This is an optimization exercise on Yosys and OpenROAD, whose aim is small area, a short achievable clock period and few clock cycles, not a production implementation. RTL that was checked went through simulation tests only; none was proved equivalent to the original. Power and IR drop assume default switching activity.

Setup of 10-19:
==> flow/design.v (excerpt) <==
module bdm_codec (
    input  wire         clk,
    input  wire         rst,
    input  wire         req_valid,
    output wire         req_ready,
    input  wire [7:0]   req,
    input  wire [7:0]   p0,
    input  wire [7:0]   p1,
    input  wire [39:0]  hdr,
    input  wire [8:0]   din_len,
    input  wire         din_valid,
    output wire         din_ready,
    input  wire [7:0]   din_data,
    output wire         dout_valid,
    input  wire         dout_ready,
    output wire [7:0]   dout_data,
    output wire         dout_last,
    output wire         done,
    output wire [3:0]   st,
    output wire [2:0]   cls,
    output wire [7:0]   rb,
    output wire         rf,
    output wire [7:0]   opc,
    output wire [7:0]   ctl,
    output wire [7:0]   len,
    output wire [191:0] fld,
    output wire [7:0]   fv
);
export LEC_CHECK = 0
export ABC_AREA = 1
export CAP_MARGIN = 20
export CORE_MARGIN = 2
export CORE_UTILIZATION = 40
export CTS_BUF_LIST = sky130_fd_sc_hd__clkbuf_16
export CTS_CLUSTER_DIAMETER = 80
export CTS_CLUSTER_SIZE = 20
export PLACE_DENSITY = 0.7
export SETUP_SLACK_MARGIN = 3.5
export SLEW_MARGIN = 20
create_clock -name core_clock -period 6.0 [get_ports {clk}]
standard.sh (not shown) runs the stock make flow with config.mk's settings and CLKGATE_MAP_FILE= SYNTH_SCRIPT=/design/flow/synth_recipe.tcl, a recipe that flattens the netlist after the stock synthesis.
==> flow/flow/run.sh <==
#!/bin/bash
set -euo pipefail
export BUFFER_PORTS_ARGS="-buffer_cell sky130_fd_sc_hd__buf_1"
bash standard.sh > standard.log 2>&1
Testbench counts of 10-19, summed over its fixed seeds: cycles 26,864.
> inputs changed (10-19 -> 01-13)
-- flow/design.v --
<<< 10-19, line 170
        gfn   <= ~((k_din && lastf && k_pget && fin_ok) ? e_grp : 8'h00);
    end
    always @(posedge clk) begin
        if (rst) begin
>>> 01-13, line 170
        gfn   <= ~((k_din && lastf && k_pget && fin_ok) ? e_grp : 8'h00);
    end
    wire skid_out = k_enc_dat && skv && adv;                 
    always @(posedge clk) begin
        if (rst) begin
<<< 10-19, line 260
        end
    end
    wire dd_hdr  = k_enc_hdr;                                     
    wire dd_din  = k_enc_dat && !skv;
    wire dd_skid = k_enc_dat && skv;                              
    wire dd_cs   = k_enc_cs || (k_build && b_cs);                 
    wire dd_bld  = k_build && !b_cs;                              
    wire [7:0] dd_nx = ({8{rdy}}     & (rop[1] ? 8'hA6 : hdr[7:0])) |
                       ({8{dd_hdr}}  & hbyte) |
                       ({8{dd_din}}  & din_data) |
>>> 01-13, line 261
        end
    end
    wire dd_rdy  = rdy;                                           
    wire dd_hdr  = k_enc_hdr && adv;                              
    wire dd_din  = k_enc_dat && !skv && adv;
    wire dd_skid = skid_out;                                      
    wire dd_cs   = (k_enc_cs || (k_build && b_cs)) && adv;        
    wire dd_bld  = k_build && !b_cs && adv;                       
    wire [7:0] dd_nx = ({8{dd_rdy}}  & (rop[1] ? 8'hA6 : hdr[7:0])) |
                       ({8{dd_hdr}}  & hbyte) |
                       ({8{dd_din}}  & din_data) |
<<< 10-19, line 272
                       ({8{dd_bld}}  & bbyte);
    always @(posedge clk)
        if (rdy || ((k_enc_hdr || k_enc_dat || k_enc_cs || k_build) && adv))
            dd <= dd_nx;
    integer i;
>>> 01-13, line 274
                       ({8{dd_bld}}  & bbyte);
    always @(posedge clk)
        if (dd_rdy || dd_hdr || dd_din || dd_skid || dd_cs || dd_bld)
            dd <= dd_nx;
    integer i;
<<< 10-19, line 286
            rem      <= din_len;
            lastf    <= (din_len == 9'd1);
            c        <= 5'd0;
            cb       <= 4'd1;
            dl       <= 1'b0;
            f_trunc  <= frame_op && (din_len < 9'd7);
            f_len    <= 1'b0;
>>> 01-13, line 288
            rem      <= din_len;
            lastf    <= (din_len == 9'd1);
            m        <= 8'h00;
            c        <= 5'd0;
            cb       <= 4'd1;
            dl       <= 1'b0;
            x        <= (rop == 4'h9) ? acc_fed : 8'h00;
            f_trunc  <= frame_op && (din_len < 9'd7);
            f_len    <= 1'b0;
<<< 10-19, line 296
            bn[1]    <= ~hdr[23:16];
            bn[2]    <= ~hdr[31:24];
        end
        for (i = 3; i < 14; i = i + 1)
>>> 01-13, line 300
            bn[1]    <= ~hdr[23:16];
            bn[2]    <= ~hdr[31:24];
            r_ctl    <= go_enc ? hdr[39:32] : go_build ? p0 : 8'h00;
            r_opc    <= go_build ? p1 : 8'h00;
        end
        for (i = 3; i < 14; i = i + 1)
<<< 10-19, line 304
            rem   <= rem - 9'd1;
            lastf <= (rem == 9'd2);
        end
        if (k_din) begin
>>> 01-13, line 310
            rem   <= rem - 9'd1;
            lastf <= (rem == 9'd2);
            if (!lastf)       x <= x ^ din_data;
            else if (!k_xsel) x <= 8'h00;
            else if (!k_csum) x <= x ^ din_data;
        end
        if (k_din) begin
<<< 10-19, line 309
                f_len    <= (din_data < 8'd2) || (din_data != rem2);
                f_pshort <= k_pget && (din_data < e_minl);
            end
            if (c == 5'd6) f_opc <= k_pget && (din_data != e_wop);
            if (c == 5'd7) bn[0]  <= ~din_data;
            if (c == 5'd8) bn[1]  <= ~din_data;
>>> 01-13, line 318
                f_len    <= (din_data < 8'd2) || (din_data != rem2);
                f_pshort <= k_pget && (din_data < e_minl);
                if (k_frame) m <= din_data;
            end
            if (c == 5'd6) f_opc <= k_pget && (din_data != e_wop);
            if (c == 5'd5 && k_frame) r_ctl <= din_data;
            if (c == 5'd6 && k_frame) r_opc <= din_data;
            if (c == 5'd7) bn[0]  <= ~din_data;
            if (c == 5'd8) bn[1]  <= ~din_data;
<<< 10-19, line 321
            lastf <= (rem == 9'd2);
        end
        if (k_enc_cs && adv)
            dl <= 1'b1;
>>> 01-13, line 333
            lastf <= (rem == 9'd2);
        end
        if (k_enc_dat && !skv && !adv) r_opc <= din_data;
        if (k_enc_cs && adv)
            dl <= 1'b1;
<<< 10-19, line 327
            if (b_cs) dl <= 1'b1;
        end
    end
    wire [7:0] x_nx = rdy   ? ((rop == 4'h9) ? acc_fed : 8'h00) :
                      k_din ? ((lastf && !k_xsel) ? 8'h00 : x ^ din_data) :
                              x_cs;
    always @(posedge clk)
        if (rdy || (k_din && din_fire && !(lastf && k_csum)) ||
            ((k_enc_hdr || k_enc_dat || k_enc_cs || k_build || dl) && dv && dout_ready))
            x <= x_nx;
    wire [7:0] dz0 = (k_din || k_enc_dat) ? din_data : 8'h00;
    always @(posedge clk) begin
        if (rdy || (k_din && k_frame && c == 5'd5) || k_clr || out_end)
            r_ctl <= rdy ? (go_enc ? hdr[39:32] : go_build ? p0 : 8'h00) : dz0;
        if (rdy || (k_din && k_frame && c == 5'd6) || (k_enc_dat && !skv && !adv) || k_clr || out_end)
            r_opc <= rdy ? (go_build ? p1 : 8'h00) : dz0;
        if (rdy || (k_din && k_frame && c == 5'd4) || k_clr)
            m     <= rdy ? 8'h00 : dz0;
    end
    assign req_ready  = rr;
>>> 01-13, line 340
            if (b_cs) dl <= 1'b1;
        end
        if ((k_enc_hdr || k_enc_dat || k_enc_cs || k_build || dl) && dv && dout_ready)
            x <= x_cs;
        if (k_clr) begin
            r_ctl <= 8'h00;
            r_opc <= 8'h00;
            m     <= 8'h00;
        end
        if (out_end) begin
            r_ctl <= 8'h00;
            r_opc <= 8'h00;
        end
    end
    assign req_ready  = rr;
[summary]
Compared 01-13 vs 10-19, and achievable frequency is up in 01-13.
Lower via count of the first global-routing pass goes to 10-19 over 01-13.
Relative to 10-19, the mean number of vias per cell measured on 01-13 has decreased slightly.
In 01-13, final clock period utilization by the worst path is lower than in 10-19.
Diff 10-19 -> 01-13: non-clock buffer instance count of the final layout shrank by 1.1%, remaining max-slew budget at the tightest pin grew by 4.0 points.
The utilization of the core after routing reported for 01-13 is smaller than that of 10-19 by 0.62 points.
Testbench counts of 01-13, summed over its fixed seeds: cycles 26,864.


Setup of the previous run:
Another version of the RTL of bdm_codec (not shown whole).
For scale: about 1200 cells after synthesis, roughly 220 flip-flops, ~340 I/O pins, roughly 0.011 mm^2 of cells after synthesis.
clock: 6.0 ns
lec_check: 0
abc_area: 1
cap_margin: 20
core_margin: 2
core_utilization: 40
cts_buf_list: sky130_fd_sc_hd__clkbuf_16
cts_cluster_diameter: 80
cts_cluster_size: 20
place_density: 0.75
setup_slack_margin: 3.5
slew_margin: 20
Scripts as last shown in full above: flow/flow/run.sh
The previous run ran to completion and came out clean on the timing, DRC and antenna checks.
For the current run, these inputs were changed with respect to the previous run:
--- a/flow/design.v
+++ b/flow/design.v
@@ -280,36 +280,55 @@
             k_verify <= (rop == 4'h3);
             k_frame  <= frame_op;
             k_pget   <= (rop == 4'h7) && r_get;
             k_ser    <= (rop == 4'h7) && (ren == 4'hB);
             k_xsel   <= (rop == 4'h1) || (rop == 4'h2);
             ent      <= ren;
+            rem      <= din_len;
+            lastf    <= (din_len == 9'd1);
+            c        <= 5'd0;
+            cb       <= 4'd1;
+            dl       <= 1'b0;
             f_trunc  <= frame_op && (din_len < 9'd7);
+            f_len    <= 1'b0;
+            f_pshort <= 1'b0;
+            f_opc    <= 1'b0;
+            bn[0]    <= ~hdr[15:8];
+            bn[1]    <= ~hdr[23:16];
+            bn[2]    <= ~hdr[31:24];
         end
         for (i = 3; i < 14; i = i + 1)
             if (bclr || (k_din && k_ser && c == i + 7))
                 b[i] <= bz;
-        if (rdy || ((k_din || k_enc_dat) && din_fire)) begin
-            rem   <= rdy ? din_len : rem - 9'd1;
-            lastf <= rdy ? (din_len == 9'd1) : (rem == 9'd2);
+        if (k_din && din_fire) begin
+            c     <= c1;
+            rem   <= rem - 9'd1;
+            lastf <= (rem == 9'd2);
         end
-        if (rdy || (k_din && din_fire))
-            c <= rdy ? 5'd0 : c1;
-        if (rdy || ((k_enc_hdr || k_build) && adv))
-            cb <= rdy ? 4'd1 : cb1;
-        if (rdy || ((k_enc_cs || (k_build && b_cs)) && adv))
-            dl <= !rdy;
-        if (rdy || (k_din && c == 5'd4)) begin
-            f_len    <= !rdy && ((din_data < 8'd2) || (din_data != rem2));
-            f_pshort <= !rdy && k_pget && (din_data < e_minl);
+        if (k_din) begin
+            if (c == 5'd4) begin
+                f_len    <= (din_data < 8'd2) || (din_data != rem2);
+                f_pshort <= k_pget && (din_data < e_minl);
+            end
+            if (c == 5'd6) f_opc <= k_pget && (din_data != e_wop);
+            if (c == 5'd7) bn[0]  <= ~din_data;
+            if (c == 5'd8) bn[1]  <= ~din_data;
+            if (c == 5'd9) bn[2]  <= ~din_data;
+        end
+        if (k_enc_hdr && adv)
+            cb <= cb1;
+        if (k_enc_dat && din_fire) begin
+            rem   <= rem - 9'd1;
+            lastf <= (rem == 9'd2);
+        end
+        if (k_enc_cs && adv)
+            dl <= 1'b1;
+        if (k_build && adv) begin
+            cb <= cb1;
+            if (b_cs) dl <= 1'b1;
         end
-        if (rdy || (k_din && c == 5'd6))
-            f_opc <= !rdy && k_pget && (din_data != e_wop);
-        if (rdy || (k_din && c == 5'd7)) bn[0] <= rdy ? ~hdr[15:8]  : ~din_data;
-        if (rdy || (k_din && c == 5'd8)) bn[1] <= rdy ? ~hdr[23:16] : ~din_data;
-        if (rdy || (k_din && c == 5'd9)) bn[2] <= rdy ? ~hdr[31:24] : ~din_data;
     end
     wire [7:0] x_nx = rdy   ? ((rop == 4'h9) ? acc_fed : 8'h00) :
                       k_din ? ((lastf && !k_xsel) ? 8'h00 : x ^ din_data) :
                               x_cs;
     always @(posedge clk)
         if (rdy || (k_din && din_fire && !(lastf && k_csum)) ||
==> notes.md <==
The current run vs. the previous run: complex-gate fraction of the synthesized area went up by 2.1 points.
Diff the previous run -> the current run: non-clock buffer count shows a reduction of 21, cell area after synthesis shows a reduction of about 1%.
Delta(area of all placed cells without fillers, the current run - the previous run) < 0
Cmp the previous run and the current run / final weighted congestion of routability-driven global placement / higher: the previous run
Power: the current run draws less than the previous run
Any difference in post-synthesis adder-cell area fraction between the current run and the previous run is small enough to ignore.
Testbench counts of the current run, summed over its fixed seeds: cycles 26,864.
Only the layout flow was run in the previous run; the RTL was not checked for function there.

## re-timing with driven ports
Ports are ideal in the flow. The routed layouts listed here were re-timed in OpenROAD.
Step 1 sets driving cells, clkbuf_16 on the clock port and buf_2 on the other inputs (assumed; they add their load-dependent delay and slew).
Step 2 moves the port delays by t, midway between the first and last clock arrival at a register: inputs arrive t later, outputs are due t later. That takes back most of the time a late clock gives input paths.
Slacks: ideal / step 1 / step 2; pairs: ideal / step 1.
run | shift t [ns] | setup WS [ns] | slew at the worst register clock pin (ns)
10-19 | 0.550 | 3.489 / 3.435 / 3.072 | 0.09 / 0.09
01-13 | 0.533 | 3.547 / 3.504 / 3.051 | 0.10 / 0.10
the previous run | 0.548 | 3.437 / 3.388 / 3.014 | 0.09 / 0.09
the current run | 0.532 | 3.524 / 3.478 / 3.064 | 0.10 / 0.10
After both steps every run listed still meets setup and hold. The setup slack of 01-13, which loses most, moves by -0.043 ns with the drivers and by -0.496 ns with both steps.
